From an optimization exercise on the open Yosys and OpenROAD flow, aimed at small area, a short achievable clock period and few clock cycles per item; shortcuts taken in it are not production practice. Function was checked by simulation only, so behaviour that the tests miss may differ from the original. Power and IR drop assume default switching activity.

`flow/run.sh`:
```
#!/bin/bash
# synth_recipe.tcl (not shown) runs the flow's synth.tcl, then flattens the netlist and writes it again
# the make line also repeats each setting of config.mk as NAME=value (left out here)
make -C /OpenROAD-flow-scripts/flow DESIGN_CONFIG=/design/flow/config.mk WORK_HOME=/design/flow/orfs CLKGATE_MAP_FILE= SYNTH_SCRIPT=/design/flow/synth_recipe.tcl finish
```
`flow/config.mk`:
```
export PLATFORM = sky130hd
export DESIGN_NAME = gs_writer
export DESIGN_NICKNAME = gs_writer
export VERILOG_FILES = /design/flow/design.v
export SDC_FILE = /design/flow/constraint.sdc
export NUM_CORES = 4
export LEC_CHECK = 0
export CAP_MARGIN = 20
export CORE_MARGIN = 2
export CORE_UTILIZATION = 40
export PLACE_DENSITY = 0.6
export SETUP_SLACK_MARGIN = 3
export SLEW_MARGIN = 20
```
`flow/constraint.sdc`:
```
create_clock -name core_clock -period 6.0 [get_ports {clk}]
set_input_delay 1.2000 -clock core_clock [delete_from_list [all_inputs] [get_ports {clk}]]
set_output_delay 1.2000 -clock core_clock [all_outputs]
set_load 0.01 [all_outputs]
```
`flow/design.v`:
```
module gs_writer (
    input             clk,
    input             rst,
    input             cmd_valid,
    output            cmd_ready,
    input      [3:0]  cmd_op,
    input      [7:0]  cmd_nbits,
    input      [63:0] cmd_value,
    output            out_valid,
    input             out_ready,
    output     [31:0] out_data,
    output     [2:0]  out_bytes,
    output reg        rsp_valid,
    output reg [2:0]  rsp_code,
    output     [15:0] rsp_bits,
    output     [31:0] rsp_crc
);
    localparam [2:0] F_OK       = 3'd0;
    localparam [2:0] F_WIDTH    = 3'd2;
    localparam [2:0] F_ILLEGAL  = 3'd3;
    localparam [2:0] F_STATE    = 3'd4;
    localparam [2:0] F_OVERFLOW = 3'd5;
    reg         c_valid;
    reg         c_open;    
    reg         c_write;   
    reg         c_emit;    
    reg         c_noarg;   
    reg         c_badw;    
    reg         c_long;    
    reg  [6:0]  c_n;       
    reg  [63:0] c_val;     
    reg  [7:0]  c_end;     
    reg         wopen;     
    reg         flush;     
    reg         half;      
    reg  [31:0] wa;        
    reg  [31:0] wb;        
    reg  [6:0]  cnt;       
    reg         f32;       
    reg         g32;       
    reg         nz;        
    reg         par;       
    reg  [15:0] total;     
    reg  [31:0] crc;       
    reg         h1;        
    reg         h2;        
    wire full_word = f32;
    wire any       = nz;
    assign out_valid = h1 && (full_word || (flush && any));
    assign out_data  = wa;
    assign out_bytes = full_word ? 3'd4 : ({1'b0, cnt[4:3]} + {2'b0, |cnt[2:0]});
    assign rsp_bits  = total;
    assign rsp_crc   = ~crc;
    wire take = out_valid && out_ready;
    wire room  = !g32 || take;
    wire go    = c_valid && !flush && room && !(c_open && full_word);
    wire first = go && c_long && !half;
    wire done  = go && !(c_long && !half);
    wire can   = c_valid && !flush && !(c_open && full_word) && !(c_long && !half);
    assign cmd_ready = (!c_valid || (can && !g32)) || ((can && out_valid) && out_ready);
    wire        overflow = total[15] || (total[14:6] == 9'h1FF && c_end[7] && c_end[6:0] != 7'd0);
    reg [2:0] code;
    always @(*) begin
        if (!(c_write || ((c_open || c_emit) && c_noarg)))
            code = F_ILLEGAL;
        else if (c_open)
            code = F_OK;
        else if (!wopen)
            code = F_STATE;
        else if (c_emit)
            code = F_OK;
        else if (c_badw)
            code = F_WIDTH;
        else if (overflow)
            code = F_OVERFLOW;
        else
            code = F_OK;
    end
    wire write_ok = c_write && wopen && !c_badw && !overflow;
    wire [31:0] piece = (c_long && !half) ? c_val[63:32] : c_val[31:0];
    wire [4:0]  rot   = ~c_end[4:0];                                      
    wire        rot32 = ~c_end[5] ^ (c_long && !half) ^ par ^ take;
    reg [63:0] ins;
    integer k;
    always @(*) begin
        ins = {32'd0, piece};
        ins = {ins[62:0], ins[63]};
        for (k = 0; k < 5; k = k + 1)
            if (rot[k])
                ins = (ins << (1 << k)) | (ins >> (64 - (1 << k)));
        if (rot32)
            ins = {ins[31:0], ins[63:32]};
    end
    wire        put     = (first || done) && write_ok;
    wire [5:0]  put_len = (c_long && !half) ? {1'b0, c_n[4:0] == 5'd0, c_n[4:0]}
                        : (half ? 6'd32 : c_n[5:0]);
    wire [6:0]  c_sum   = cnt + {1'b0, put_len};
    wire [6:0]  c_sum32 = c_sum - 7'd32;
    wire [6:0]  c_tk    = full_word ? cnt - 7'd32 : 7'd0;
    wire [6:0]  cnt_put = take ? c_sum32 : c_sum;
    wire [6:0]  cnt_np  = take ? c_tk : cnt;
    wire [6:0]  cnt_nx  = put ? cnt_put : cnt_np;
    function [31:0] crc8;
        input [31:0] c;
        integer b;
        begin
            crc8 = c;
            for (b = 0; b < 8; b = b + 1)
                crc8 = crc8[0] ? ((crc8 >> 1) ^ 32'hEDB88320) : (crc8 >> 1);
        end
    endfunction
    wire        do_h1    = !h1 && (cnt[6] || cnt[5] || cnt[4] || (flush && any));
    wire        do_h2    = out_valid && !h2 && (full_word || (cnt[4] && |cnt[3:0]));
    wire [15:0] crc_in   = h1 ? wa[15:0] : wa[31:16];
    wire        crc_two  = h1 ? (full_word || (cnt[4:3] == 2'b11 && |cnt[2:0]))
                              : (cnt[6:4] != 3'd0 || cnt[3:0] > 4'd8);
    wire [31:0] crc_x    = crc ^ {16'd0, crc_in[7:0], crc_in[15:8]};
    wire [31:0] crc_1    = crc8(crc_x);
    wire [31:0] crc_2    = crc8(crc_1);
    wire [31:0] crc_word = crc_two ? crc_2 : crc_1;
    reg [63:0] vmask;
    integer j;
    always @(*)
        for (j = 0; j < 64; j = j + 1)
            vmask[j] = (cmd_nbits[7:6] != 2'd0) || (j < cmd_nbits[5:0]);
    always @(posedge clk) begin
        if (rst) begin
            c_valid <= 1'b0;
        end else if (cmd_ready) begin
            c_valid <= cmd_valid;
            c_open  <= (cmd_op == 4'h1);
            c_write <= (cmd_op == 4'h2) || (cmd_op == 4'h3);
            c_emit  <= (cmd_op == 4'h4);
            c_noarg <= (cmd_nbits == 8'd0) && (cmd_value == 64'd0);
            c_badw  <= (cmd_nbits == 8'd0) || (cmd_nbits > 8'd64);
            c_long  <= cmd_nbits[7] | cmd_nbits[6] | (cmd_nbits[5] & |cmd_nbits[4:0]);
            c_n     <= cmd_nbits[6:0];
            c_val   <= cmd_value & vmask;
            c_end   <= (c_valid && c_open && c_noarg) ? {1'b0, cmd_nbits[6:0]}
                     : (c_valid && c_write) ? {1'b0, c_end[6:0]} + {1'b0, cmd_nbits[6:0]}
                     : {1'b0, total[6:0]} + {1'b0, cmd_nbits[6:0]};
        end
    end
    always @(posedge clk) begin
        if (rst) begin
            wopen     <= 1'b0;
            flush     <= 1'b0;
            half      <= 1'b0;
            wa        <= 32'd0;
            wb        <= 32'd0;
            cnt       <= 7'd0;
            f32       <= 1'b0;
            g32       <= 1'b0;
            nz        <= 1'b0;
            par       <= 1'b0;
            total     <= 16'd0;
            crc       <= 32'hFFFFFFFF;
            h1        <= 1'b0;
            h2        <= 1'b0;
            rsp_valid <= 1'b0;
            rsp_code  <= 3'd0;
        end else begin
            rsp_valid <= 1'b0;
            {wa, wb}  <= (take ? {wb, 32'd0} : {wa, wb}) | (put ? ins : 64'd0);
            cnt       <= cnt_nx;
            f32       <= cnt_nx >= 7'd32;
            g32       <= cnt_nx > 7'd32;
            nz        <= cnt_nx != 7'd0;
            if (do_h1 || do_h2)
                crc <= crc_word;
            if (do_h1)
                h1 <= 1'b1;
            if (do_h2)
                h2 <= 1'b1;
            if (take) begin
                par <= ~par;
                h1  <= 1'b0;
                h2  <= 1'b0;
            end
            if (first)
                half <= 1'b1;
            if (flush && !any) begin
                flush     <= 1'b0;
                wopen     <= 1'b0;
                par       <= 1'b0;
                rsp_valid <= 1'b1;
                rsp_code  <= F_OK;
            end
            if (done) begin
                half      <= 1'b0;
                rsp_valid <= 1'b1;
                rsp_code  <= code;
                if (code != F_OK) begin
                    if (code != F_ILLEGAL)
                        wopen <= 1'b0;
                end else if (c_open) begin
                    wopen <= 1'b1;
                    wa    <= 32'd0;
                    wb    <= 32'd0;
                    cnt   <= 7'd0;
                    f32   <= 1'b0;
                    g32   <= 1'b0;
                    nz    <= 1'b0;
                    par   <= 1'b0;
                    total <= 16'd0;
                    crc   <= 32'hFFFFFFFF;
                    h1    <= 1'b0;
                    h2    <= 1'b0;
                end else if (c_write) begin
                    total <= total + {9'd0, c_n};
                end else begin
                    rsp_valid <= 1'b0;
                    flush     <= 1'b1;
                end
            end
        end
    end
endmodule
```
==> results of run 1 <==
## tightest hold or removal path, stage by stage (launching register included)
cell and delay, ps:
dfxtp_1 310, nand2_1 60, a211oi_1 60
## Yosys cell counts (20+ instances only)
library cell and instances:
nand2_1 149, xor2_1 32, inv_1 47, nor4_1 20, nor2_1 187, o21ai_0 58
a21oi_1 86, a21boi_0 21, ha_1 23, nor2b_1 24, mux4_2 25, dfxtp_1 133
xnor2_1 109, clkbuf_1 83, mux2i_1 145, edfxtp_1 85
## cells by family (layout without fill, tap and decap cells)
logic type / after synthesis / count (layout) / synth area share
AND/OR/NAND/NOR: 473 / 476 / 0.1470
AO/OA/AOI/OAI: 326 / 326 / 0.1508
flip-flops: 218 / 218 / 0.3611
multiplexers: 183 / 183 / 0.1508
XOR/XNOR: 169 / 169 / 0.1246
buffers and inverters: 154 / 368 / 0.04159
adder cells (fa/ha/maj): 26 / 26 / 0.02409
## power by group
part	total, W	leakage, nW	internal (W)	switching (W)
Clock	0.00162	0.440	0.000982	0.000640
Sequential	0.00162	1.90	0.00159	0.0000303
Combinational	0.000772	4.96	0.000312	0.000460
## worst paths after layout
| kind | start | end | slack, ps |
|---|---|---|---|
| worst max-delay path | cnt[0] | out_bytes[1] | 2840 |
| worst max register to register | h1 | crc[25] | 2940 |
| worst min-delay path | rsp_code[1] | rsp_code[1] | 480 |
| worst min register to register | rsp_code[1] | rsp_code[1] | 480 |
## sequential cells by signal, indices dropped and copies added (netlist names), 3 cells and up
signal	flops
rsp_code	3
wa	32
total	16
crc	32
c_n	7
cnt	7
c_val	64
c_end	8
wb	32
## what timing repair did
action | CTS | global route
pin swaps | 23 | 30
endpoints found under the setup margin | 236 | 102
gates cloned | 2 | 2
setup buffers | 45 | 37
gates resized for setup | 102 | 79
## metrics by stage
step	hold WS, ps	cell area [um2]	util
2_1_floorplan	438.9	14500	-
4_1_cts	479.8	18200	0.5116
5_1_grt	498.7	18910	0.5317
3_5_place_dp	466.6	16540	0.4650
3_3_place_gp	456.3	16530	0.4646
6_report	475.5	18910	0.5317
## layout make-up
class / count / area, um2 / area share
timing repair buffer: 274 / 2646 / 0.1399
tap: 461 / 576.8 / 0.03050
clock inverter: 14 / 163.9 / 0.008666
inverter: 48 / 180.2 / 0.009526
sequential: 218 / 5234 / 0.2767
clock buffer: 32 / 723.2 / 0.03824
multi-input combinational: 1180 / 9389 / 0.4964
## routing by layer
layer	wire [um]	global-route usage
met1	20930	0.3395
met2	21340	0.3659
met3	3344	0.02818
met4	1195	0.06145
met5	0	0
==> flow_metrics.env, run 1 <==
export IMPL_clockBufferDepth=3
export IMPL_area_delta_synth_final_pct=30.98
export IMPL_clk_pin_slew_ps=60
export IMPL_cp_start_kind="flop"
export IMPL_dp_slack_ps=1622
export IMPL_final_cell_mix="182 x nor2_1, 157 x clkdlybuf4s50_1, 144 x nand2_1, 124 x dfxtp_1, 123 x mux2i_1"
export IMPL_reg2reg_depth=13
export IMPL_wl_per_cell_um=21.02
export IMPL_post_dp_hpwl_um=32960
export IMPL_synth_fp_nets=1655
export IMPL_drive_above_1_share=0.1846
export IMPL_core_area_um2=35570
export IMPL_critPathTopFamily="simple AND/OR/NAND/NOR gates"
export IMPL_io_buffers=168
export IMPL_slowest_delay_ps=410
export IMPL_vias=12853
export IMPL_htree_levels=1
export IMPL_fmax_mhz=316.2
export IMPL_max_cap_violations=0
export IMPL_syn_avg_cell_area_um2=9.322
export IMPL_syn_area_um2=14440
export IMPL_yosys_warnings=1
export IMPL_synth_seq_cells=218
export IMPL_grt_setup_unrepaired="true"
export IMPL_irDropWorstVdd_v=0.0002255
export IMPL_setup_viol=0
export IMPL_slew_headroom=0.3401
export IMPL_hold_path_depth=2
export IMPL_period_needed_ps=3163
export IMPL_grt_start_max_net_pins=86
export IMPL_drtIter0Drc=1145
export IMPL_syn_inst=1549
export IMPL_layout_setup_ws_ps=2837
export IMPL_crit_arrival_ps=1960
export IMPL_die_height_um=194
export IMPL_start_util=0.4060
export IMPL_final_common_cell="nor2_1"
export IMPL_ant_nets=0
export IMPL_ctsHoldBuffers=0
export IMPL_layout_cells_non_filler=2227
export IMPL_synth_top_area_cell="dfxtp_1"
export IMPL_powerDensity_nw_per_um2=212.5
export IMPL_total_power_w=0.004019
export IMPL_hold_path_class="flop to flop"
export IMPL_antenna_found_initial=0
export IMPL_die_area_um2=37640
export IMPL_nFillCells=3185
export IMPL_grt_usage=0.2331
export IMPL_crit_fanout=2
export IMPL_rows=69
export IMPL_clkLatencyLatePin_ps=540
export IMPL_worst_pin_slew_ps=980.9
export IMPL_clock_skew_ps=15.01
export IMPL_grt_pass1_vias=12060
export IMPL_synth_cell_types=74
export IMPL_path_buf_inv=1
export IMPL_hold_viol=0
export IMPL_yosys_most_used_dff="dfxtp_1"
export IMPL_cp_common_cell="ha_4"
export IMPL_p_leak_nw=7.298
export IMPL_crit_cells=5
export IMPL_diodes=0
export IMPL_critPathSlowestCell="or3_4"
export IMPL_synth_edff_count=85
export IMPL_cp_end_kind="output pin"
export IMPL_post_place_cells=2095
export IMPL_wl_um=46800
export IMPL_slew_violations=0
export IMPL_cts_buffers=26
export IMPL_cp_data_required_time_ps=4800
export IMPL_place_gp_congestion=0.8948
export IMPL_die_w_um=194
export IMPL_crit_type="flop to output pin"
export IMPL_seq_area_frac_synth=0.3611
export IMPL_io_pins=169
export IMPL_period_share=0.5272
export IMPL_grt_pass1_wl_um=69880
export IMPL_synthArstFlopShare=0
export IMPL_cp_cell_sequence="or3_4 -> ha_4 -> ha_4 -> nor2b_1 -> buf_2"
export IMPL_firstDrtPassIters=6
export IMPL_synthTopCellsByArea="dfxtp_1 18%, edfxtp_1 18%, mux2i_1 10%"
export IMPL_cts_tree="built"
export IMPL_grt_overflow_total=0
export IMPL_fin_nets=1854
export IMPL_synth_top_cell_area_share=0.1844
export IMPL_cts_sinks=218
export IMPL_viasPerCell=5.771
export IMPL_post_route_drc_count=0
export IMPL_ctsRootBufferMaster="clkbuf_16"
export IMPL_final_setup_tns_ps=0
export IMPL_outcome="finished clean"
Testbench counts, summed over its fixed seeds: cycles 11,688, commands 9,484.
==> inputs of run 2 (changes only) <==
==> flow/flow/run.sh (new file) <==
#!/bin/bash
# The standard layout (standard.sh: ORFS synthesis to final layout), with one change:
# the buffer placed on every input and output port is the smallest buffer cell,
# sky130_fd_sc_hd__buf_1, instead of the default pick. Timing repair may still resize it.
set -euo pipefail
export BUFFER_PORTS_ARGS="-buffer_cell sky130_fd_sc_hd__buf_1"
bash standard.sh > standard.log 2>&1
==> flow/standard.sh (new file) <==
#!/bin/bash
# synth_recipe.tcl (not shown) runs the flow's synth.tcl, then flattens the netlist and writes it again
# the make line also repeats each setting of config.mk as NAME=value (left out here)
make -C /OpenROAD-flow-scripts/flow DESIGN_CONFIG=/design/flow/config.mk WORK_HOME=/design/flow/orfs CLKGATE_MAP_FILE= SYNTH_SCRIPT=/design/flow/synth_recipe.tcl "${@:-finish}"
removed: flow/run.sh
==> run 2 against run 1 <==
  * Still clean
  * Maximum frequency grew 0.86%
  * Synthesized area is the same
  * Wire length grew 0.39%
  * Via count shrank 1.4%
  * Count of clock-buffer cells in the layout shrank 4
  * Highest routed layer unchanged
==> flow_metrics.env, run 2 <==
export IMPL_regMostFlops="c_val"
export IMPL_antenna_found_initial=0
export IMPL_p_int_w=0.002904
export IMPL_synth_edff_count=85
export IMPL_clk_pin_slew_ps=50
export IMPL_synth_most_common_cell="nor2_1"
export IMPL_yosys_most_used_dff="dfxtp_1"
export IMPL_rows=69
export IMPL_p_switching_w=0.001140
export IMPL_syn_area_um2=14440
export IMPL_cp_end_kind="output pin"
export IMPL_cp_data_required_time_ps=4800
export IMPL_nFillCells=3406
export IMPL_largest_reg_flops=64
export IMPL_start_util=0.4060
export IMPL_clock_skew_ps=27.98
export IMPL_grt_pass1_wl_um=69500
export IMPL_post_place_cells=2097
export IMPL_crit_arrival_ps=1940
export IMPL_post_dp_hpwl_um=33050
export IMPL_grt_overflow_total=0
export IMPL_max_cap_violations=0
export IMPL_worst_pin_slew_ps=913.0
export IMPL_synth_top_cell_area_share=0.1844
export IMPL_synth_top_area_cell="dfxtp_1"
export IMPL_layout_setup_ws_ps=2864
export IMPL_synthArstFlopShare=0
export IMPL_hold_end="crc[22]"
export IMPL_drtIter0Drc=1328
export IMPL_cp_common_cell="ha_4"
export IMPL_hold_path_class="flop to flop"
export IMPL_synthTopCellsByArea="dfxtp_1 18%, edfxtp_1 18%, mux2i_1 10%"
export IMPL_period_needed_ps=3136
export IMPL_cts_sinks=218
export IMPL_worstHoldStart="crc[22]"
export IMPL_setup_viol=0
export IMPL_grt_pass1_vias=11647
export IMPL_vias=12673
export IMPL_placed_area_um2=15500
export IMPL_period_share=0.5227
export IMPL_syn_inst=1549
export IMPL_diodes=0
export IMPL_fmax_mhz=318.9
export IMPL_cts_buffers=25
export IMPL_layout_cells_non_filler=2204
export IMPL_drive_above_1_share=0.1543
export IMPL_io_pins=169
export IMPL_clkLatencyLatePin_ps=550
export IMPL_die_height_um=194
export IMPL_ant_nets=0
export IMPL_dp_slack_ps=2122
export IMPL_cp_cell_sequence="or3_4 -> ha_4 -> ha_4 -> nor2b_1 -> buf_2"
export IMPL_final_setup_tns_ps=0
export IMPL_grt_start_max_net_pins=66
export IMPL_seq_area_frac_synth=0.3611
export IMPL_seqCellArea_um2=5225
export IMPL_crit_fanout=2
export IMPL_syn_avg_cell_area_um2=9.322
export IMPL_core_area_um2=35570
export IMPL_p_leak_nw=6.729
export IMPL_power_frac_comb=0.179
export IMPL_design_area_um2=17470
export IMPL_die_area_um2=37640
export IMPL_p_clk_frac=0.419
export IMPL_regToRegStartpoint="h1"
export IMPL_wl_um=46990
export IMPL_multi_input_area_um2=9184
export IMPL_ctsRootBufferMaster="clkbuf_16"
export IMPL_die_w_um=194
export IMPL_fin_nets=1831
export IMPL_io_buffers=168
export IMPL_final_common_cell="nor2_1"
export IMPL_area_delta_synth_final_pct=20.96
export IMPL_slowest_delay_ps=400
export IMPL_synth_cell_types=74
export IMPL_p_seq_frac=0.402
export IMPL_post_route_drc_count=0
export IMPL_swShare=0.2819
export IMPL_final_cell_mix="182 x nor2_1, 162 x buf_1, 144 x nand2_1, 131 x mux2i_1, 129 x dfxtp_1"
export IMPL_slew_headroom=0.3857
export IMPL_critPathSlowestCell="or3_4"
export IMPL_viasPerCell=5.750
export IMPL_synth_seq_cells=218
export IMPL_reg2reg_depth=10
export IMPL_yosys_warnings=1
export IMPL_irDropWorstVdd_v=0.0002210
export IMPL_r2r_end="crc[4]"
export IMPL_hold_viol=0
export IMPL_outcome="finished clean"
export IMPL_cp_start_kind="flop"
export IMPL_ctsHoldBuffers=0
export IMPL_hold_path_depth=2
export IMPL_clockBufferDepth=3
export IMPL_total_power_w=0.004044
export IMPL_cts_tree="built"
export IMPL_synth_fp_nets=1655
export IMPL_synth_top_cells_by_count="187 x nor2_1, 149 x nand2_1, 145 x mux2i_1"
export IMPL_firstDrtPassIters=5
export IMPL_slew_violations=0
export IMPL_r2r_slack_ps=3000
export IMPL_grt_usage=0.2326
export IMPL_htree_levels=1
export IMPL_wl_per_cell_um=21.32
export IMPL_place_gp_congestion=0.9451
export IMPL_grt_setup_unrepaired="true"
export IMPL_powerDensity_nw_per_um2=231.5
export IMPL_crit_type="flop to output pin"
==> run 2: cell count changes in the layout (fill, tap and decap cells not counted), sizes merged <==
cell	change
buf	+140
bufbuf	-1
bufinv	+3
clkbuf	-2
clkdlybuf4s15	-2
clkdlybuf4s50	-157
clkinv	-3
clkinvlp	+4
dlygate4sd2	-2
dlymetal6s2s	-1
inv	-1
or3	-1
==> run 2: final cells by class <==
type | count | share of cell area
clock inverters | 17 | 0.01390
well taps | 461 | 0.03302
flip-flops and latches | 218 | 0.2991
clock buffers | 28 | 0.03761
repair buffers | 253 | 0.08023
multi-input cells | 1179 | 0.5258
inverters | 48 | 0.01032
==> run 2: worst max-delay path by stage <==
stage	slack, ps	end	from
2_1_floorplan	2450	c_badw	out_ready
3_3_place_gp	2120	wa[14]	out_ready
3_5_place_dp	2120	wa[14]	h1
4_1_cts	2840	cmd_ready	out_ready
5_1_grt	2820	out_bytes[1]	cnt[1]
6_report	2860	out_bytes[1]	cnt[1]
==> run 2: repair_timing <==
action / in CTS / in global routing
setup endpoints to repair: 200 / 112
cloned: 1 / 2
setup buffers: 21 / 38
resized for setup: 44 / 62
pin swaps: 10 / 20
==> run 2: worst max-delay path: cells and delay by family, from the launching register on <==
kind,cells,cell delay (ps)
fa+ha+maj,2,420
buf+inv,1,140
flops,1,340
simple gates,2,500
==> run 2: logic make-up after synthesis <==
kind of cell,after synthesis,synth area share
adder cells (fa/ha/maj),26,0.02409
buffers and inverters,154,0.04159
flip-flops,218,0.3611
AND/OR/NAND/NOR,473,0.1470
multiplexers,183,0.1508
XOR/XNOR,169,0.1246
AO/OA/AOI/OAI,326,0.1508
==> run 2: metrics by stage <==
step	hold WS [ps]	utilization
final	473.7	0.4911
after global routing	486.8	0.4911
after CTS	477.9	0.4715
after detailed placement	466.4	0.4357
after global placement	452.1	0.4357
after floorplan	438.9	-
==> run 2: routing by layer <==
layer | GRT usage | share of wire | up-vias | wire length [um]
met2 | 0.3607 | 0.45 | 516 | 21210
met4 | 0.04574 | 0.019 | 0 | 907
met5 | 0 | 0 | - | 0
met1 | 0.3448 | 0.45 | 6165 | 21260
met3 | 0.03409 | 0.077 | 56 | 3605
li1 | - | - | 5936 | -
==> run 2: power by group through the flow <==
stage	sequential (W)	combinational, W	clock, W
floorplan	0.00164	0.000470	0
global placement	0.00165	0.000664	0
detailed placement	0.00166	0.000667	0
CTS	0.00162	0.000685	0.00172
global route	0.00163	0.000777	0.00177
finish	0.00162	0.000726	0.00169
==> inputs of run 3 (changes only) <==
--- a/flow/config.mk
+++ b/flow/config.mk
@@ -8,6 +8,8 @@
 export CAP_MARGIN = 20
 export CORE_MARGIN = 2
 export CORE_UTILIZATION = 40
+export CTS_CLUSTER_DIAMETER = 100
+export CTS_CLUSTER_SIZE = 30
 export PLACE_DENSITY = 0.6
 export SETUP_SLACK_MARGIN = 3
 export SLEW_MARGIN = 20
==> run 3 against run 2 <==
  * Die area stayed put
  * Final cell count shrank 1.1%
  * Wire length fell by 0.83%
  * Sequential power about the same
  * Synthesized area unchanged
  * First-iteration DRC count shrank 11%
==> flow_metrics.env, run 3 <==
export IMPL_grt_start_max_net_pins=66
export IMPL_ant_nets=0
export IMPL_synth_most_common_cell="nor2_1"
export IMPL_grt_overflow_total=0
export IMPL_synth_top_cell_area_share=0.1844
export IMPL_grt_pass1_wl_um=68610
export IMPL_cts_buffers=13
export IMPL_hold_path_class="flop to flop"
export IMPL_drive_above_1_share=0.1537
export IMPL_diodes=0
export IMPL_cts_sinks=218
export IMPL_max_cap_violations=0
export IMPL_die_area_um2=37640
export IMPL_place_gp_congestion=0.9451
export IMPL_grt_pass1_vias=11557
export IMPL_die_w_um=194
export IMPL_r2r_end="crc[21]"
export IMPL_slowest_delay_ps=410
export IMPL_grt_usage=0.2303
export IMPL_synth_fp_nets=1655
export IMPL_p_leak_nw=6.495
export IMPL_met3_usage=0.03809
export IMPL_total_power_w=0.003368
export IMPL_synthArstFlopShare=0
export IMPL_reg2reg_depth=11
export IMPL_fin_hold_ws_ps=482.3
export IMPL_synth_top_cells_by_count="187 x nor2_1, 149 x nand2_1, 145 x mux2i_1"
export IMPL_period_share=0.5193
export IMPL_seqCellArea_um2=5225
export IMPL_critPathSlowestCell="or3_4"
export IMPL_largest_reg_flops=64
export IMPL_clockBufferDepth=3
export IMPL_worst_pin_slew_ps=847.0
export IMPL_final_common_cell="nor2_1"
export IMPL_nFillCells=3450
export IMPL_clock_skew_ps=27.68
export IMPL_grt_setup_unrepaired="true"
export IMPL_clkLatencyLatePin_ps=510
export IMPL_die_height_um=194
export IMPL_worstHoldStart="rsp_code[1]"
export IMPL_fin_nets=1818
export IMPL_period_needed_ps=3116
export IMPL_io_buffers=168
export IMPL_hold_path_depth=2
export IMPL_slew_headroom=0.4301
export IMPL_rows=69
export IMPL_synth_edff_count=85
export IMPL_multi_input_area_um2=9233
export IMPL_met2_usage=0.3505
export IMPL_syn_inst=1549
export IMPL_ctsRootBufferMaster="clkbuf_16"
export IMPL_slew_violations=0
export IMPL_outcome="finished clean"
export IMPL_clk_pin_slew_ps=100
export IMPL_regToRegStartpoint="h1"
export IMPL_cp_start_kind="flop"
export IMPL_io_pins=169
export IMPL_startpoint="cnt[1]"
export IMPL_syn_avg_cell_area_um2=9.322
export IMPL_yosys_most_used_dff="dfxtp_1"
export IMPL_post_route_drc_count=0
export IMPL_synth_cell_types=74
export IMPL_grt_busiest_layer="met2"
export IMPL_synth_seq_cells=218
export IMPL_start_util=0.4060
export IMPL_wl_um=46600
export IMPL_setup_viol=0
export IMPL_wl_per_cell_um=21.38
export IMPL_cp_common_cell="ha_4"
export IMPL_cts_tree="built"
export IMPL_cp_end_kind="output pin"
export IMPL_crit_fanout=2
export IMPL_cp_cell_sequence="or3_4 -> ha_4 -> ha_4 -> nor2b_1 -> buf_2"
export IMPL_core_area_um2=35570
export IMPL_grt_use_met1=0.3421
export IMPL_final_cell_mix="182 x nor2_1, 162 x buf_1, 144 x nand2_1, 129 x dfxtp_1, 118 x mux2i_1"
export IMPL_synthTopCellsByArea="dfxtp_1 18%, edfxtp_1 18%, mux2i_1 10%"
export IMPL_drtIter0Drc=1179
export IMPL_fmax_mhz=320.9
export IMPL_hold_viol=0
export IMPL_htree_levels=1
export IMPL_cp_data_required_time_ps=4800
export IMPL_hold_end="rsp_code[1]"
export IMPL_firstDrtPassIters=5
export IMPL_post_dp_hpwl_um=33050
export IMPL_yosys_warnings=1
export IMPL_finalCoreUtilization=0.4801
export IMPL_area_delta_synth_final_pct=18.25
export IMPL_seq_area_frac_synth=0.3611
export IMPL_final_setup_tns_ps=0
export IMPL_syn_area_um2=14440
export IMPL_regMostFlops="c_val"
export IMPL_ctsHoldBuffers=0
export IMPL_viasPerCell=5.803
export IMPL_irDropWorstVdd_v=0.0002247
export IMPL_r2r_slack_ps=3060
export IMPL_synth_top_area_cell="dfxtp_1"
export IMPL_powerDensity_nw_per_um2=197.2
export IMPL_crit_arrival_ps=1920
export IMPL_vias=12645
export IMPL_antenna_found_initial=0
export IMPL_crit_type="flop to output pin"
run 3: cell counts after synthesis:
No cell type changed its count.
run 3: area by class of cell:
class,instances,share of cell area
clock buffers,15,0.01949
clock inverters,6,0.005203
inverters,48,0.01055
multi-input cells,1179,0.5407
flip-flops and latches,218,0.3060
well taps,461,0.03378
repair buffers,252,0.08427
run 3: cell families after synthesis:
kind of cell | share of synthesized area
compound gates | 0.1508
xor+xnor | 0.1246
fa+ha+maj | 0.02409
buf+inv | 0.04159
flops | 0.3611
mux | 0.1508
simple gates | 0.1470
run 3: worst max path at each step:
stage	end	slack [ps]	cells after the start
CTS	cmd_ready	2840	6
global placement	wa[14]	2120	11
finish	out_bytes[1]	2880	5
floorplan	c_badw	2450	5
global route	out_bytes[1]	2830	5
detailed placement	wa[14]	2120	11
run 3: per-layer routing:
metal | vias up | part of all wire
met5 | - | 0
met4 | 0 | 0.019
met3 | 61 | 0.074
met2 | 553 | 0.45
met1 | 6127 | 0.46
li1 | 5904 | -
run 3: per-stage QoR:
step / std cells / setup slack, ps / cell area [um2]
2_1_floorplan: 1549 / 2452 / 14500
3_3_place_gp: 2097 / 2124 / 15500
3_5_place_dp: 2097 / 2122 / 15500
4_1_cts: 2148 / 2837 / 16330
5_1_grt: 2179 / 2829 / 17080
6_report: 2179 / 2884 / 17080
run 3: repair_timing:
action                                  in CTS  in global routing
gates resized for setup                     43                 80
endpoints found under the setup margin     198                110
pin swaps                                   13                 16
buffers inserted                            29                 28
cloned                                       1                  3
run 3: critical path, delay by kind of cell, from the launching register on:
| family | cells | cell delay, ps |
|---|---|---|
| AND/OR/NAND/NOR | 2 | 510 |
| adder cells (fa/ha/maj) | 2 | 420 |
| flip-flops | 1 | 360 |
| buffers and inverters | 1 | 140 |
run 3: report_power, final:
part / switching, W / internal [W] / leakage (nW)
logic: 0.000461 / 0.000274 / 4.40
registers: 0.0000311 / 0.00159 / 1.89
clock network: 0.000577 / 0.000433 / 0.204
==> inputs of run 4 (changes only) <==
--- a/flow/config.mk
+++ b/flow/config.mk
@@ -8,8 +8,8 @@
 export CAP_MARGIN = 20
 export CORE_MARGIN = 2
 export CORE_UTILIZATION = 40
-export CTS_CLUSTER_DIAMETER = 100
-export CTS_CLUSTER_SIZE = 30
+export CTS_CLUSTER_DIAMETER = 80
+export CTS_CLUSTER_SIZE = 20
 export PLACE_DENSITY = 0.6
 export SETUP_SLACK_MARGIN = 3
 export SLEW_MARGIN = 20
==> run 4 against run 3 <==
  * Register-to-register slack got worse by 20 ps
  * Synthesized area unchanged
  * Clock power increased by 21%
  * Non-clock buffer count increased by 8
  * Sequential power about the same
  * Flip-flop and latch count unchanged
  * Combinational power decreased by 0.7%
  * First-iteration DRC count decreased by 2.2%
  * Critical path type unchanged
  * Critical endpoint unchanged
==> flow_metrics.env, run 4 <==
export IMPL_fmax_mhz=320.9
export IMPL_yosys_warnings=1
export IMPL_post_dp_hpwl_um=33050
export IMPL_worstHoldStart="rsp_code[1]"
export IMPL_r2r_slack_ps=3040
export IMPL_synth_top_family_by_area="compound AO/OA/AOI/OAI gates"
export IMPL_crit_type="flop to output pin"
export IMPL_grt_setup_unrepaired="true"
export IMPL_irDropWorstVdd_v=0.0002768
export IMPL_io_pins=169
export IMPL_synth_cell_types=74
export IMPL_critPathSlowestCell="or3_4"
export IMPL_grt_usage=0.2312
export IMPL_design_area_um2=17260
export IMPL_grt_overflow_total=0
export IMPL_core_area_um2=35570
export IMPL_synthArstFlopShare=0
export IMPL_start_util=0.4060
export IMPL_antenna_found_initial=0
export IMPL_placed_area_um2=15500
export IMPL_seqCellArea_um2=5225
export IMPL_synth_top_area_cell="dfxtp_1"
export IMPL_area_delta_synth_final_pct=19.50
export IMPL_cp_data_required_time_ps=4800
export IMPL_regMostFlops="c_val"
export IMPL_htree_levels=1
export IMPL_cts_tree="built"
export IMPL_syn_avg_cell_area_um2=9.322
export IMPL_synth_compound_area_frac=0.1508
export IMPL_hold_viol=0
export IMPL_period_share=0.5194
export IMPL_crit_fanout=2
export IMPL_p_int_w=0.002469
export IMPL_p_clk_frac=0.341
export IMPL_fin_hold_ws_ps=475.0
export IMPL_p_seq_frac=0.454
export IMPL_path_buf_inv=1
export IMPL_seq_area_frac_synth=0.3611
export IMPL_yosys_area_share_simple=0.1470
export IMPL_clockBufferDepth=3
export IMPL_vias=12669
export IMPL_cts_sinks=218
export IMPL_power_frac_comb=0.205
export IMPL_swShare=0.3084
export IMPL_slew_headroom=0.3686
export IMPL_die_height_um=194
export IMPL_slew_violations=0
export IMPL_wl_um=46690
export IMPL_multi_input_area_um2=9200
export IMPL_drtIter0Drc=1153
export IMPL_final_common_cell="nor2_1"
export IMPL_clk_pin_slew_ps=70
export IMPL_nFillCells=3417
export IMPL_diodes=0
export IMPL_p_switching_w=0.001101
export IMPL_synthTopCellsByArea="dfxtp_1 18%, edfxtp_1 18%, mux2i_1 10%"
export IMPL_io_buffers=168
export IMPL_cp_common_cell="ha_4"
export IMPL_synth_top_cell_area_share=0.1844
export IMPL_die_w_um=194
export IMPL_grt_start_max_net_pins=66
export IMPL_grt_pass1_vias=11532
export IMPL_p_leak_nw=6.617
export IMPL_drive_above_1_share=0.1549
export IMPL_syn_inst=1549
export IMPL_synthMuxAreaShare=0.1508
export IMPL_regToRegStartpoint="h1"
export IMPL_cp_cell_sequence="or3_4 -> ha_4 -> ha_4 -> nor2b_1 -> buf_2"
export IMPL_wl_per_cell_um=21.24
export IMPL_hold_end="rsp_code[1]"
export IMPL_ctsRootBufferMaster="clkbuf_16"
export IMPL_powerDensity_nw_per_um2=206.9
export IMPL_clock_skew_ps=14.18
export IMPL_rows=69
export IMPL_grt_pass1_wl_um=68900
export IMPL_cts_buffers=18
export IMPL_period_needed_ps=3116
export IMPL_synth_fp_nets=1655
export IMPL_critPathTopFamily="simple AND/OR/NAND/NOR gates"
export IMPL_r2r_end="crc[5]"
export IMPL_setup_viol=0
export IMPL_worst_pin_slew_ps=938.5
export IMPL_ant_nets=0
export IMPL_firstDrtPassIters=7
export IMPL_crit_arrival_ps=1920
export IMPL_synth_xor_area_frac=0.1246
export IMPL_synth_most_common_cell="nor2_1"
export IMPL_synth_seq_cells=218
export IMPL_cp_start_kind="flop"
export IMPL_reg2reg_depth=11
export IMPL_fin_nets=1831
export IMPL_hold_path_depth=2
export IMPL_synth_top_cells_by_count="187 x nor2_1, 149 x nand2_1, 145 x mux2i_1"
export IMPL_final_setup_tns_ps=0
export IMPL_place_gp_congestion=0.9451
export IMPL_clkLatencyLatePin_ps=510
export IMPL_syn_area_um2=14440
export IMPL_die_area_um2=37640
export IMPL_outcome="finished clean"
export IMPL_yosys_most_used_dff="dfxtp_1"
export IMPL_final_cell_mix="182 x nor2_1, 162 x buf_1, 144 x nand2_1, 129 x mux2i_1, 129 x dfxtp_1"
export IMPL_hold_path_class="flop to flop"
export IMPL_cp_end_kind="output pin"
export IMPL_post_route_drc_count=0
export IMPL_slowest_delay_ps=400
export IMPL_max_cap_violations=0
export IMPL_largest_reg_flops=64
export IMPL_viasPerCell=5.764
export IMPL_yosys_area_share_adder=0.02409
export IMPL_synth_edff_count=85
-- run 4: power by group through the flow --
stage	Sequential, W	Clock, W	Combinational, W
floorplan	0.00164	0	0.000470
global placement	0.00165	0	0.000664
detailed placement	0.00166	0	0.000667
CTS	0.00162	0.00125	0.000684
global route	0.00163	0.00129	0.000784
finish	0.00162	0.00122	0.000730
-- run 4: worst max path at each step --
stage              start      endpoint  depth (start not counted)
6_report          cnt[1]  out_bytes[1]                          5
5_1_grt           cnt[1]  out_bytes[1]                          5
4_1_cts           cnt[0]  out_bytes[1]                          5
3_5_place_dp          h1        wa[14]                         11
3_3_place_gp   out_ready        wa[14]                         11
2_1_floorplan  out_ready        c_badw                          5
-- run 4: stage by stage --
stage / setup WS (ps) / utilization / total power (W) / instances
after detailed placement: 2122 / 0.4357 / 0.002323 / 2097
after global routing: 2836 / 0.4851 / 0.003705 / 2198
final: 2884 / 0.4851 / 0.003569 / 2198
after CTS: 2866 / 0.4633 / 0.003552 / 2156
after global placement: 2124 / 0.4357 / 0.002318 / 2097
after floorplan: 2452 / - / 0.002114 / 1549
-- run 4: cell type report --
class                   count  share of cell area
clock buffers              22             0.02821
clock inverters            10            0.005366
inverters                  48             0.01044
multi-input cells        1179              0.5332
flip-flops and latches    218              0.3028
well taps                 461             0.03343
repair buffers            260             0.08658
-- run 4: kinds of logic after synthesis --
family | after synthesis
AO/OA/AOI/OAI | 326
XOR/XNOR | 169
adder cells (fa/ha/maj) | 26
buffers and inverters | 154
flip-flops | 218
multiplexers | 183
AND/OR/NAND/NOR | 473
-- run 4: metal layers --
| metal | vias up | wire length [um] | global-route usage |
|---|---|---|---|
| li1 | 5943 | - | - |
| met1 | 6145 | 21030 | 0.3424 |
| met2 | 527 | 21140 | 0.3564 |
| met3 | 54 | 3723 | 0.03809 |
| met4 | 0 | 796 | 0.04405 |
| met5 | - | 0 | 0 |
-- run 4: what timing repair did --
item	4_1_cts	5_1_grt
endpoints found under the setup margin	199	111
buffers inserted	26	40
hold buffers	0	0
gates cloned	1	2
resized for setup	43	71
pin swaps	11	19
hold endpoints to repair	0	0
-- run 4: tightest hold or removal path, cell delays in order (launching register included) --
cell and delay (ps):
dfxtp_1 310, nand2_1 60, a211oi_1 60
==> inputs of run 5 (changes only) <==
--- a/flow/config.mk
+++ b/flow/config.mk
@@ -7,9 +7,7 @@
 export LEC_CHECK = 0
 export CAP_MARGIN = 20
 export CORE_MARGIN = 2
-export CORE_UTILIZATION = 40
-export CTS_CLUSTER_DIAMETER = 80
-export CTS_CLUSTER_SIZE = 20
-export PLACE_DENSITY = 0.6
+export CORE_UTILIZATION = 55
+export PLACE_DENSITY = 0.7
 export SETUP_SLACK_MARGIN = 3
 export SLEW_MARGIN = 20
==> run 5 against run 4 <==
  * Final cell count shrank 3.9%
  * Non-clock buffer count increased by 27
  * Sequential power barely moved
  * Clock power is 29% higher
  * Wire length rose by 1.1%
  * Count of clock-buffer cells in the layout grew 6
  * Die area decreased by 27%
  * Hold slack gained 8.8 ps
  * Setup slack got worse by 38 ps
  * Flip-flop and latch count did not move
  * First-iteration DRC count grew 53%
  * Critical path type unchanged
  * Largest power group unchanged
==> flow_metrics.env, run 5 <==
export IMPL_outcome="finished clean"
export IMPL_yosys_warnings=1
export IMPL_cts_tree="built"
export IMPL_crit_type="flop to output pin"
export IMPL_grt_pass1_wl_um=68340
export IMPL_r2r_end="crc[5]"
export IMPL_synth_edff_count=85
export IMPL_syn_inst=1549
export IMPL_top_layer_used="met4"
export IMPL_place_gp_congestion=0.9829
export IMPL_core_area_um2=25910
export IMPL_post_dp_hpwl_um=30250
export IMPL_hold_end="rsp_code[1]"
export IMPL_hold_path_depth=2
export IMPL_diodes=0
export IMPL_slowest_delay_ps=430
export IMPL_dp_slack_ps=1923
export IMPL_clock_skew_ps=10.72
export IMPL_seq_area_frac_synth=0.3611
export IMPL_viasPerCell=6.319
export IMPL_multi_input_area_um2=9445
export IMPL_cts_sinks=218
export IMPL_ctsRootBufferMaster="clkbuf_16"
export IMPL_met1Wirelength_um=18990
export IMPL_rows=59
export IMPL_slew_headroom=0.2724
export IMPL_regToRegStartpoint="h1"
export IMPL_p_leak_nw=6.893
export IMPL_synth_most_common_cell="nor2_1"
export IMPL_layout_setup_ws_ps=2846
export IMPL_die_area_um2=27570
export IMPL_hold_path_class="flop to flop"
export IMPL_nFillCells=1919
export IMPL_synth_top_area_cell="dfxtp_1"
export IMPL_syn_area_um2=14440
export IMPL_grt_pass1_vias=11973
export IMPL_start_util=0.5573
export IMPL_grt_usage=0.3098
export IMPL_grt_setup_unrepaired="true"
export IMPL_slew_violations=0
export IMPL_ctsHoldBuffers=0
export IMPL_fin_nets=1866
export IMPL_fmax_mhz=317.0
export IMPL_vias=13351
export IMPL_final_setup_tns_ps=0
export IMPL_irDropWorstVdd_v=0.0002892
export IMPL_firstDrtPassIters=7
export IMPL_synth_fp_nets=1655
export IMPL_finalCoreUtilization=0.6906
export IMPL_powerDensity_nw_per_um2=222.2
export IMPL_total_power_w=0.003977
export IMPL_largest_reg_flops=64
export IMPL_cp_end_kind="output pin"
export IMPL_final_common_cell="nor2_1"
export IMPL_post_route_drc_count=0
export IMPL_period_needed_ps=3154
export IMPL_htree_levels=1
export IMPL_ant_nets=0
export IMPL_max_cap_violations=0
export IMPL_placed_area_um2=15320
export IMPL_drive_above_1_share=0.1912
export IMPL_cp_cell_sequence="or3_4 -> ha_4 -> ha_4 -> or2_4 -> buf_6"
export IMPL_cts_buffers=25
export IMPL_cp_start_kind="flop"
export IMPL_antenna_found_initial=0
export IMPL_die_height_um=166.0
export IMPL_clk_pin_slew_ps=60
export IMPL_synthArstFlopShare=0
export IMPL_wl_met2_um=21640
export IMPL_clockBufferDepth=3
export IMPL_cp_data_required_time_ps=4800
export IMPL_io_buffers=168
export IMPL_crit_fanout=2
export IMPL_drtIter0Drc=1759
export IMPL_cp_common_cell="ha_4"
export IMPL_crit_arrival_ps=1950
export IMPL_area_delta_synth_final_pct=23.91
export IMPL_grt_start_max_net_pins=86
export IMPL_design_area_um2=17890
export IMPL_seqCellArea_um2=5226
export IMPL_clkLatencyLatePin_ps=530
export IMPL_period_share=0.5257
export IMPL_setup_viol=0
export IMPL_met3_length_um=4667
export IMPL_io_pins=169
export IMPL_final_cell_mix="183 x nor2_1, 162 x buf_1, 145 x nand2_1, 128 x dfxtp_1, 106 x mux2i_1"
export IMPL_grt_overflow_total=0
export IMPL_regMostFlops="c_val"
export IMPL_yosys_most_used_dff="dfxtp_1"
export IMPL_hold_viol=0
export IMPL_critPathSlowestCell="or3_4"
export IMPL_synth_seq_cells=218
export IMPL_synthTopCellsByArea="dfxtp_1 18%, edfxtp_1 18%, mux2i_1 10%"
export IMPL_synth_top_cells_by_count="187 x nor2_1, 149 x nand2_1, 145 x mux2i_1"
export IMPL_synth_top_cell_area_share=0.1844
export IMPL_syn_avg_cell_area_um2=9.322
export IMPL_worst_pin_slew_ps=1091
export IMPL_wl_per_cell_um=22.34
export IMPL_synth_cell_types=74
export IMPL_wl_um=47200
export IMPL_die_w_um=166.0
export IMPL_r2r_slack_ps=2890
export IMPL_reg2reg_depth=13
export IMPL_worstHoldStart="rsp_code[1]"
==> run 5: cell counts after synthesis <==
No cell type changed its count.
==> run 5: cell type report <==
class,count,share of cell area
Multi-Input combinational cell,1180,0.5279
Clock buffer,28,0.03853
Tap cell,335,0.02342
Inverter,48,0.01007
Sequential cell,218,0.2921
Timing Repair Buffer,287,0.09936
Clock inverter,17,0.008671
==> run 5: per-stage QoR <==
stage	std cells	hold WS, ps
after detailed placement	1969	475.4
after CTS	2062	489.5
after global routing	2113	509.3
after floorplan	1549	438.9
after global placement	1969	456.0
final	2113	483.8
==> run 5: worst max-delay path by stage <==
stage,from,endpoint,slack [ps],cells after the start
floorplan,out_ready,c_badw,2450,5
global placement,out_ready,wa[15],1990,10
detailed placement,out_ready,wa[14],1920,10
CTS,cnt[1],out_bytes[1],2850,5
global route,h1,crc[18],2800,12
finish,cnt[1],out_bytes[2],2850,5
==> run 5: cells by family (layout without fill, tap and decap cells) <==
family,Yosys count,count (layout),share of synthesized area
muxes,183,183,0.1508
xor gates and xnor gates,169,169,0.1246
adders and majority gates,26,26,0.02409
and+or+nand+nor,473,476,0.1470
AOI/OAI and AO/OA,326,326,0.1508
buffers and inverters,154,380,0.04159
DFF,218,218,0.3611
==> run 5: metal layers <==
metal | GRT usage | vias up
met3 | 0.04528 | 158
li1 | - | 5999
met1 | 0.4442 | 6312
met5 | 0 | -
met4 | 0.09414 | 0
met2 | 0.4882 | 882
==> run 5: critical path, delay by kind of cell, from the launching register on <==
| family | cells | cell delay (ps) |
|---|---|---|
| buffers and inverters | 1 | 120 |
| DFF | 1 | 340 |
| adders and majority gates | 2 | 320 |
| and+or+nand+nor | 2 | 650 |
==> run 5: power by group <==
group          internal [W]  switching [W]
logic              0.000295       0.000485
registers           0.00159      0.0000292
clock network      0.000915       0.000658
total               0.00280        0.00117
==> run 5: what timing repair did <==
action | in CTS | in global routing
gates cloned | 4 | 1
gates resized for setup | 77 | 77
pin swaps | 20 | 33
endpoints found under the hold margin | 0 | 0
setup buffers | 44 | 50
endpoints found under the setup margin | 120 | 89
==> inputs of run 6 (changes only) <==
--- a/flow/design.v
+++ b/flow/design.v
@@ -39,6 +39,7 @@
     reg         f32;       
     reg         g32;       
     reg         nz;        
+    reg  [2:0]  ob;        
     reg         par;       
     reg  [15:0] total;     
     reg  [31:0] crc;       
@@ -48,7 +49,7 @@
     wire any       = nz;
     assign out_valid = h1 && (full_word || (flush && any));
     assign out_data  = wa;
-    assign out_bytes = full_word ? 3'd4 : ({1'b0, cnt[4:3]} + {2'b0, |cnt[2:0]});
+    assign out_bytes = ob;
     assign rsp_bits  = total;
     assign rsp_crc   = ~crc;
     wire take = out_valid && out_ready;
@@ -152,6 +153,7 @@
             f32       <= 1'b0;
             g32       <= 1'b0;
             nz        <= 1'b0;
+            ob        <= 3'd0;
             par       <= 1'b0;
             total     <= 16'd0;
             crc       <= 32'hFFFFFFFF;
@@ -166,6 +168,7 @@
             f32       <= cnt_nx >= 7'd32;
             g32       <= cnt_nx > 7'd32;
             nz        <= cnt_nx != 7'd0;
+            ob        <= (cnt_nx >= 7'd32) ? 3'd4 : ({1'b0, cnt_nx[4:3]} + {2'b0, |cnt_nx[2:0]});
             if (do_h1 || do_h2)
                 crc <= crc_word;
             if (do_h1)
@@ -201,6 +204,7 @@
                     f32   <= 1'b0;
                     g32   <= 1'b0;
                     nz    <= 1'b0;
+                    ob    <= 3'd0;
                     par   <= 1'b0;
                     total <= 16'd0;
                     crc   <= 32'hFFFFFFFF;
--- a/flow/config.mk
+++ b/flow/config.mk
@@ -7,7 +7,9 @@
 export LEC_CHECK = 0
 export CAP_MARGIN = 20
 export CORE_MARGIN = 2
-export CORE_UTILIZATION = 55
-export PLACE_DENSITY = 0.7
+export CORE_UTILIZATION = 40
+export CTS_CLUSTER_DIAMETER = 80
+export CTS_CLUSTER_SIZE = 20
+export PLACE_DENSITY = 0.6
 export SETUP_SLACK_MARGIN = 3
 export SLEW_MARGIN = 20
==> run 6 against run 5 <==
  * Still clean on timing, DRC and antenna
  * Final cell count grew 5.6%
  * Non-clock buffer count shrank 12
  * Count of clock-buffer cells in the layout shrank 4
  * Synthesized area grew 1.1%
  * Flip-flop and latch count grew 3
  * Maximum frequency grew 5.1%
  * Combinational power is essentially flat
  * Via count shrank 3.8%
  * Largest power group unchanged
==> flow_metrics.env, run 6 <==
export IMPL_outcome="finished clean"
export IMPL_start_util=0.4086
export IMPL_die_height_um=195.1
export IMPL_fin_nets=1865
export IMPL_slew_headroom=0.3831
export IMPL_cp_end_kind="output pin"
export IMPL_wl_per_cell_um=20.24
export IMPL_rows=69
export IMPL_met3_usage=0.03022
export IMPL_p_leak_nw=6.753
export IMPL_powerDensity_nw_per_um2=207.5
export IMPL_crit_arrival_ps=1800
export IMPL_post_route_drc_count=0
export IMPL_ant_nets=0
export IMPL_clockBufferDepth=3
export IMPL_largest_reg_flops=64
export IMPL_critPathSlowestCell="o21ai_4"
export IMPL_grt_pass1_vias=11881
export IMPL_synth_most_common_cell="nor2_1"
export IMPL_hold_path_class="flop to flop"
export IMPL_period_needed_ps=3001
export IMPL_core_area_um2=35740
export IMPL_setup_viol=0
export IMPL_area_delta_synth_final_pct=20.73
export IMPL_wl_um=45150
export IMPL_syn_avg_cell_area_um2=9.302
export IMPL_grt_start_max_net_pins=86
export IMPL_critPathTopFamily="simple AND/OR/NAND/NOR gates"
export IMPL_cts_sinks=221
export IMPL_viasPerCell=5.759
export IMPL_synth_top_cells_by_count="207 x nor2_1, 136 x dfxtp_1, 114 x mux2i_1"
export IMPL_max_cap_violations=0
export IMPL_cts_buffers=18
export IMPL_grt_overflow_total=0
export IMPL_synth_top_area_cell="dfxtp_1"
export IMPL_path_buf_inv=2
export IMPL_antenna_found_initial=0
export IMPL_grt_pass1_wl_um=68990
export IMPL_synthArstFlopShare=0
export IMPL_post_dp_hpwl_um=31780
export IMPL_synth_seq_cells=221
export IMPL_grt_usage=0.2270
export IMPL_irDropWorstVdd_v=0.0001947
export IMPL_cts_tree="built"
export IMPL_r2r_slack_ps=3020
export IMPL_firstDrtPassIters=6
export IMPL_regMostFlops="c_val"
export IMPL_fin_hold_ws_ps=468.2
export IMPL_slew_violations=0
export IMPL_place_gp_congestion=0.8851
export IMPL_period_share=0.5001
export IMPL_final_common_cell="nor2_1"
export IMPL_synth_edff_count=85
export IMPL_final_setup_tns_ps=0
export IMPL_grt_setup_unrepaired="true"
export IMPL_drtIter0Drc=1332
export IMPL_vias=12849
export IMPL_cp_data_required_time_ps=4800
export IMPL_clock_skew_ps=24.14
export IMPL_drive_above_1_share=0.1723
export IMPL_grt_busiest_layer="met2"
export IMPL_synth_fp_nets=1676
export IMPL_clkLatencyLatePin_ps=520
export IMPL_crit_fanout=4
export IMPL_clk_pin_slew_ps=70
export IMPL_cp_cell_sequence="buf_8 -> nand2_8 -> o21ai_4 -> nand3_4 -> nand2_4 -> buf_6"
export IMPL_yosys_most_used_dff="dfxtp_1"
export IMPL_cp_start_kind="input pin"
export IMPL_final_cell_mix="202 x nor2_1, 165 x buf_1, 133 x dfxtp_1, 104 x xnor2_1, 102 x a21oi_1"
export IMPL_io_buffers=168
export IMPL_synth_top_cell_area_share=0.1864
export IMPL_syn_area_um2=14600
export IMPL_ctsHoldBuffers=0
export IMPL_nFillCells=3398
export IMPL_ctsRootBufferMaster="clkbuf_16"
export IMPL_met2_usage=0.3578
export IMPL_slowest_delay_ps=170
export IMPL_worst_pin_slew_ps=925.3
export IMPL_diodes=0
export IMPL_hold_viol=0
export IMPL_syn_inst=1570
export IMPL_io_pins=169
export IMPL_fmax_mhz=333.3
export IMPL_die_w_um=195.1
export IMPL_die_area_um2=38050
export IMPL_crit_type="input pin to output pin"
export IMPL_grt_use_met1=0.3322
export IMPL_seq_area_frac_synth=0.3612
export IMPL_yosys_warnings=1
export IMPL_htree_levels=1
export IMPL_synthTopCellsByArea="dfxtp_1 19%, edfxtp_1 17%, mux2i_1 7.8%"
export IMPL_synth_cell_types=72
-- run 6: cell types whose count changed after synthesis, moves of 5 or more --
| cell | previous run | this run |
|---|---|---|
| nand3_1 | 14 | 31 |
| nor2b_1 | 24 | 15 |
| a41oi_1 | 16 | 7 |
| mux2i_1 | 145 | 114 |
| nand2_1 | 149 | 98 |
| o22ai_1 | 18 | 36 |
| o21ai_0 | 58 | 51 |
| nor2_1 | 187 | 207 |
| o32ai_1 | 0 | 5 |
| a21oi_1 | 86 | 112 |
| inv_1 | 47 | 62 |
| nor3_1 | 13 | 20 |
-- run 6: stage by stage --
| stage | std cells | area, um2 | power [W] | util | worst slack, ps |
|---|---|---|---|---|---|
| global route | 2231 | 17630 | 0.003810 | 0.4933 | 2920 |
| CTS | 2180 | 16910 | 0.003637 | 0.4730 | 2865 |
| finish | 2231 | 17630 | 0.003659 | 0.4933 | 2999 |
| global placement | 2114 | 15660 | 0.002351 | 0.4382 | 1783 |
| detailed placement | 2114 | 15660 | 0.002359 | 0.4382 | 1654 |
| floorplan | 1570 | 14740 | 0.002154 | - | 2471 |
-- run 6: layout make-up --
cell class                      instances  area [um2]  share of cell area
Clock inverter                          7       91.34            0.005181
Inverter                               62       236.5             0.01341
Timing Repair inverter                  1       5.005           0.0002839
Sequential cell                       221        5281              0.2996
Tap cell                              461       576.8             0.03272
Timing Repair Buffer                  275        1605             0.09105
Multi-Input combinational cell       1180        9340              0.5298
Clock buffer                           24       494.2             0.02803
-- run 6: power by group --
part / switching, W / internal (W) / leakage (nW)
sequential: 0.0000261 / 0.00161 / 1.92
clock: 0.000630 / 0.000615 / 0.281
combinational: 0.000474 / 0.000303 / 4.55
total: 0.00113 / 0.00253 / 6.75
-- run 6: routing by layer --
| metal | up-vias | wire (um) | part of all wire |
|---|---|---|---|
| li1 | 6062 | - | - |
| met1 | 6247 | 20610 | 0.46 |
| met2 | 483 | 20480 | 0.45 |
| met3 | 57 | 3065 | 0.068 |
| met4 | 0 | 996 | 0.022 |
| met5 | - | 0 | 0 |
-- run 6: cells by family (layout without fill, tap and decap cells) --
family / after synthesis / in the layout / share of synthesized area
compound gates: 367 / 367 / 0.1650
xor+xnor: 171 / 171 / 0.1278
fa+ha+maj: 26 / 26 / 0.02382
buf+inv: 170 / 369 / 0.04541
flops: 221 / 221 / 0.3612
mux: 156 / 156 / 0.1348
simple gates: 459 / 460 / 0.1420
-- run 6: repair_timing --
item / in CTS / in global routing
buffers inserted: 33 / 50
resized for setup: 79 / 66
endpoints found under the setup margin: 116 / 107
pin swaps: 19 / 31
gates cloned: 2 / 0
-- run 6: path summary, 6_finish.rpt --
kind / to / cells past startpoint / from
hold reg to reg: rsp_code[1] / 2 / rsp_code[1]
hold / removal: rsp_code[1] / 2 / rsp_code[1]
setup reg to reg: crc[22] / 11 / h1
setup / recovery: cmd_ready / 6 / out_ready
-- run 6: worst register-to-register path, stage by stage (launching register included) --
cell and delay (ps):
dfxtp_4 370, buf_12 150, buf_4 150, mux2i_4 200, xnor2_4 280, xnor3_2 540
xnor2_4 310, xnor2_4 180, xnor2_2 150, xor2_1 180, a21oi_1 90, a211o_1 270
Testbench counts of run 6, summed over its fixed seeds: cycles 11,688, commands 9,484.
==> inputs of run 7 (changes only) <==
--- a/flow/config.mk
+++ b/flow/config.mk
@@ -8,8 +8,8 @@
 export CAP_MARGIN = 20
 export CORE_MARGIN = 2
 export CORE_UTILIZATION = 40
-export CTS_CLUSTER_DIAMETER = 80
-export CTS_CLUSTER_SIZE = 20
+export CTS_CLUSTER_DIAMETER = 100
+export CTS_CLUSTER_SIZE = 30
 export PLACE_DENSITY = 0.6
 export SETUP_SLACK_MARGIN = 3
 export SLEW_MARGIN = 20
==> run 7 against run 6 <==
  * Sequential share of layout area shrank 0.16 points
  * Clock power shrank about 10%
  * Utilization grew 0.26 points
  * Critical endpoint unchanged
  * Synthesized cell count is the same
  * Design area grew 0.53%
  * Still clean
  * Maximum frequency shrank 0.25%
  * Non-clock buffer count grew 12
  * Hold slack gained 2.8 ps
==> flow_metrics.env, run 7 <==
export IMPL_final_common_cell="nor2_1"
export IMPL_clock_skew_ps=24.07
export IMPL_clkLatencyLatePin_ps=510
export IMPL_crit_arrival_ps=1810
export IMPL_layout_cells_non_filler=2236
export IMPL_clk_pin_slew_ps=90
export IMPL_synth_most_common_cell="nor2_1"
export IMPL_ant_nets=0
export IMPL_fmax_mhz=332.4
export IMPL_firstDrtPassIters=7
export IMPL_grt_setup_unrepaired="true"
export IMPL_regToRegStartpoint="h1"
export IMPL_dp_slack_ps=1654
export IMPL_rows=69
export IMPL_hold_viol=0
export IMPL_crit_type="input pin to output pin"
export IMPL_grt_usage=0.2252
export IMPL_synthArstFlopShare=0
export IMPL_ctsRootBufferMaster="clkbuf_16"
export IMPL_period_needed_ps=3008
export IMPL_largest_reg_flops=64
export IMPL_htree_levels=1
export IMPL_synth_fp_nets=1676
export IMPL_fin_nets=1873
export IMPL_grt_pass1_vias=11843
export IMPL_die_w_um=195.1
export IMPL_io_buffers=168
export IMPL_r2r_end="crc[22]"
export IMPL_area_delta_synth_final_pct=21.37
export IMPL_drive_above_1_share=0.1786
export IMPL_grt_start_max_net_pins=86
export IMPL_synth_top_cells_by_count="207 x nor2_1, 136 x dfxtp_1, 114 x mux2i_1"
export IMPL_synth_cell_types=72
export IMPL_powerDensity_nw_per_um2=199.7
export IMPL_hold_path_depth=2
export IMPL_syn_inst=1570
export IMPL_wl_um=45570
export IMPL_final_cell_mix="202 x nor2_1, 165 x buf_1, 133 x dfxtp_1, 102 x a21oi_1, 100 x xnor2_1"
export IMPL_die_area_um2=38050
export IMPL_hold_path_class="flop to flop"
export IMPL_crit_fanout=4
export IMPL_setup_viol=0
export IMPL_yosys_warnings=1
export IMPL_cts_sinks=221
export IMPL_cts_buffers=14
export IMPL_wl_per_cell_um=20.38
export IMPL_post_place_cells=2114
export IMPL_core_area_um2=35740
export IMPL_cp_start_kind="input pin"
export IMPL_synth_edff_count=85
export IMPL_syn_avg_cell_area_um2=9.302
export IMPL_slew_violations=0
export IMPL_cts_tree="built"
export IMPL_viasPerCell=5.756
export IMPL_irDropWorstVdd_v=0.0001407
export IMPL_io_pins=169
export IMPL_grt_overflow_total=0
export IMPL_diodes=0
export IMPL_yosys_most_used_dff="dfxtp_1"
export IMPL_syn_area_um2=14600
export IMPL_worst_pin_slew_ps=943.3
export IMPL_place_gp_congestion=0.8851
export IMPL_max_cap_violations=0
export IMPL_final_setup_tns_ps=0
export IMPL_layout_setup_ws_ps=2992
export IMPL_synth_top_cell_area_share=0.1864
export IMPL_cp_end_kind="output pin"
export IMPL_cp_data_required_time_ps=4800
export IMPL_start_util=0.4086
export IMPL_r2r_slack_ps=2990
export IMPL_grt_pass1_wl_um=68590
export IMPL_outcome="finished clean"
export IMPL_die_height_um=195.1
export IMPL_worstHoldStart="rsp_code[1]"
export IMPL_hold_end="rsp_code[1]"
export IMPL_p_leak_nw=6.810
export IMPL_seq_area_frac_synth=0.3612
export IMPL_regMostFlops="c_val"
export IMPL_slew_headroom=0.3711
export IMPL_antenna_found_initial=0
export IMPL_vias=12870
export IMPL_clockBufferDepth=3
export IMPL_drtIter0Drc=1350
export IMPL_post_dp_hpwl_um=31780
export IMPL_synthTopCellsByArea="dfxtp_1 19%, edfxtp_1 17%, mux2i_1 7.8%"
export IMPL_post_route_drc_count=0
export IMPL_period_share=0.5013
export IMPL_reg2reg_depth=12
export IMPL_synth_seq_cells=221
export IMPL_synth_top_area_cell="dfxtp_1"
==> run 7: cell counts after synthesis <==
No cell type changed its count.
==> run 7: logic make-up after synthesis <==
logic type,synth area share
AO/OA/AOI/OAI,0.1650
XOR/XNOR,0.1278
multiplexers,0.1348
adder cells (fa/ha/maj),0.02382
buffers and inverters,0.04541
flip-flops,0.3612
AND/OR/NAND/NOR,0.1420
==> run 7: how the worst max path moves through the flow <==
stage	from	endpoint	slack, ps
floorplan	out_ready	c_badw	2470
global placement	out_ready	wa[26]	1780
detailed placement	out_ready	wa[25]	1650
CTS	out_ready	cmd_ready	2910
global route	c_n[0]	nz	2920
finish	out_ready	cmd_ready	2990
==> run 7: metrics by stage <==
stage	hold slack, ps	util	total power (W)	cell area (um2)
finish	471.0	0.4959	0.003539	17720
detailed placement	458.6	0.4382	0.002359	15660
global route	501.0	0.4959	0.003676	17720
global placement	442.7	0.4382	0.002351	15660
CTS	471.7	0.4679	0.003493	16720
floorplan	435.5	-	0.002154	14740
==> run 7: layout make-up <==
type	count	area [um2]
well taps	461	576.8
multi-input cells	1180	9361
repair buffers	287	1760
clock buffers	16	379.1
fillers	3383	18020
inverters	62	236.5
repair inverters	1	5.005
flip-flops and latches	221	5281
clock inverters	8	123.9
==> run 7: worst max-delay path, cell delays in order <==
cell and delay (ps):
buf_8 90, nand2_8 50, o21ai_4 180, nand3_4 110, nand2_4 80, buf_6 100
==> run 7: routing by layer <==
metal	up-vias	routed length [um]	GRT usage
met1	6246	20590	0.3305
li1	6064	-	-
met2	509	20860	0.3541
met5	-	0	0
met4	0	816	0.04891
met3	51	3303	0.02850
==> run 7: timing repair <==
action                     CTS  global route
setup endpoints to repair  116           112
setup buffers               27            67
gates cloned                 2             1
pin swaps                   17            41
hold buffers                 0             0
resized for setup           69            81
==> run 7: power by group <==
group	leakage (nW)	total, W	internal [W]	switching [W]
clock	0.241	0.00111	0.000498	0.000616
combinational	4.65	0.000786	0.000310	0.000477
sequential	1.92	0.00164	0.00161	0.0000272

## port drivers added, routing unchanged
The results above use ideal ports. As a check the final layouts listed here were re-extracted and re-timed, cells and wires unchanged.
Step 1: set_driving_cell puts a clkbuf_16 on clk and a buf_2 on each other input, an assumption about the parent block.
Step 2 times the ports against the registers' clock, not the clock port: input delays grow and output delays shrink by t, the midpoint of the rising clock arrivals with the driver on.
Slacks: ideal / step 1 / step 2; pairs: ideal / step 1.
run	shift t [ns]	setup WS [ns]	clock arrival spread, ns	slew at the worst register clock pin (ns)
run 1	0.589	2.837 / 2.784 / 2.515	0.015 / 0.015	0.06 / 0.06
run 2	0.595	2.864 / 2.806 / 2.538	0.028 / 0.028	0.07 / 0.07
run 3	0.552	2.884 / 2.827 / 2.533	0.028 / 0.028	0.12 / 0.12
run 4	0.564	2.884 / 2.827 / 2.470	0.014 / 0.014	0.09 / 0.09
run 5	0.581	2.846 / 2.791 / 2.496	0.012 / 0.011	0.07 / 0.07
run 6	0.563	2.999 / 2.934 / 2.524	0.024 / 0.024	0.09 / 0.09
run 7	0.553	2.992 / 2.926 / 2.581	0.024 / 0.024	0.12 / 0.12
After both steps setup and hold are still met in every run listed. The setup slack of run 6, which loses most, moves by -0.065 ns with the drivers and by -0.475 ns with both steps.
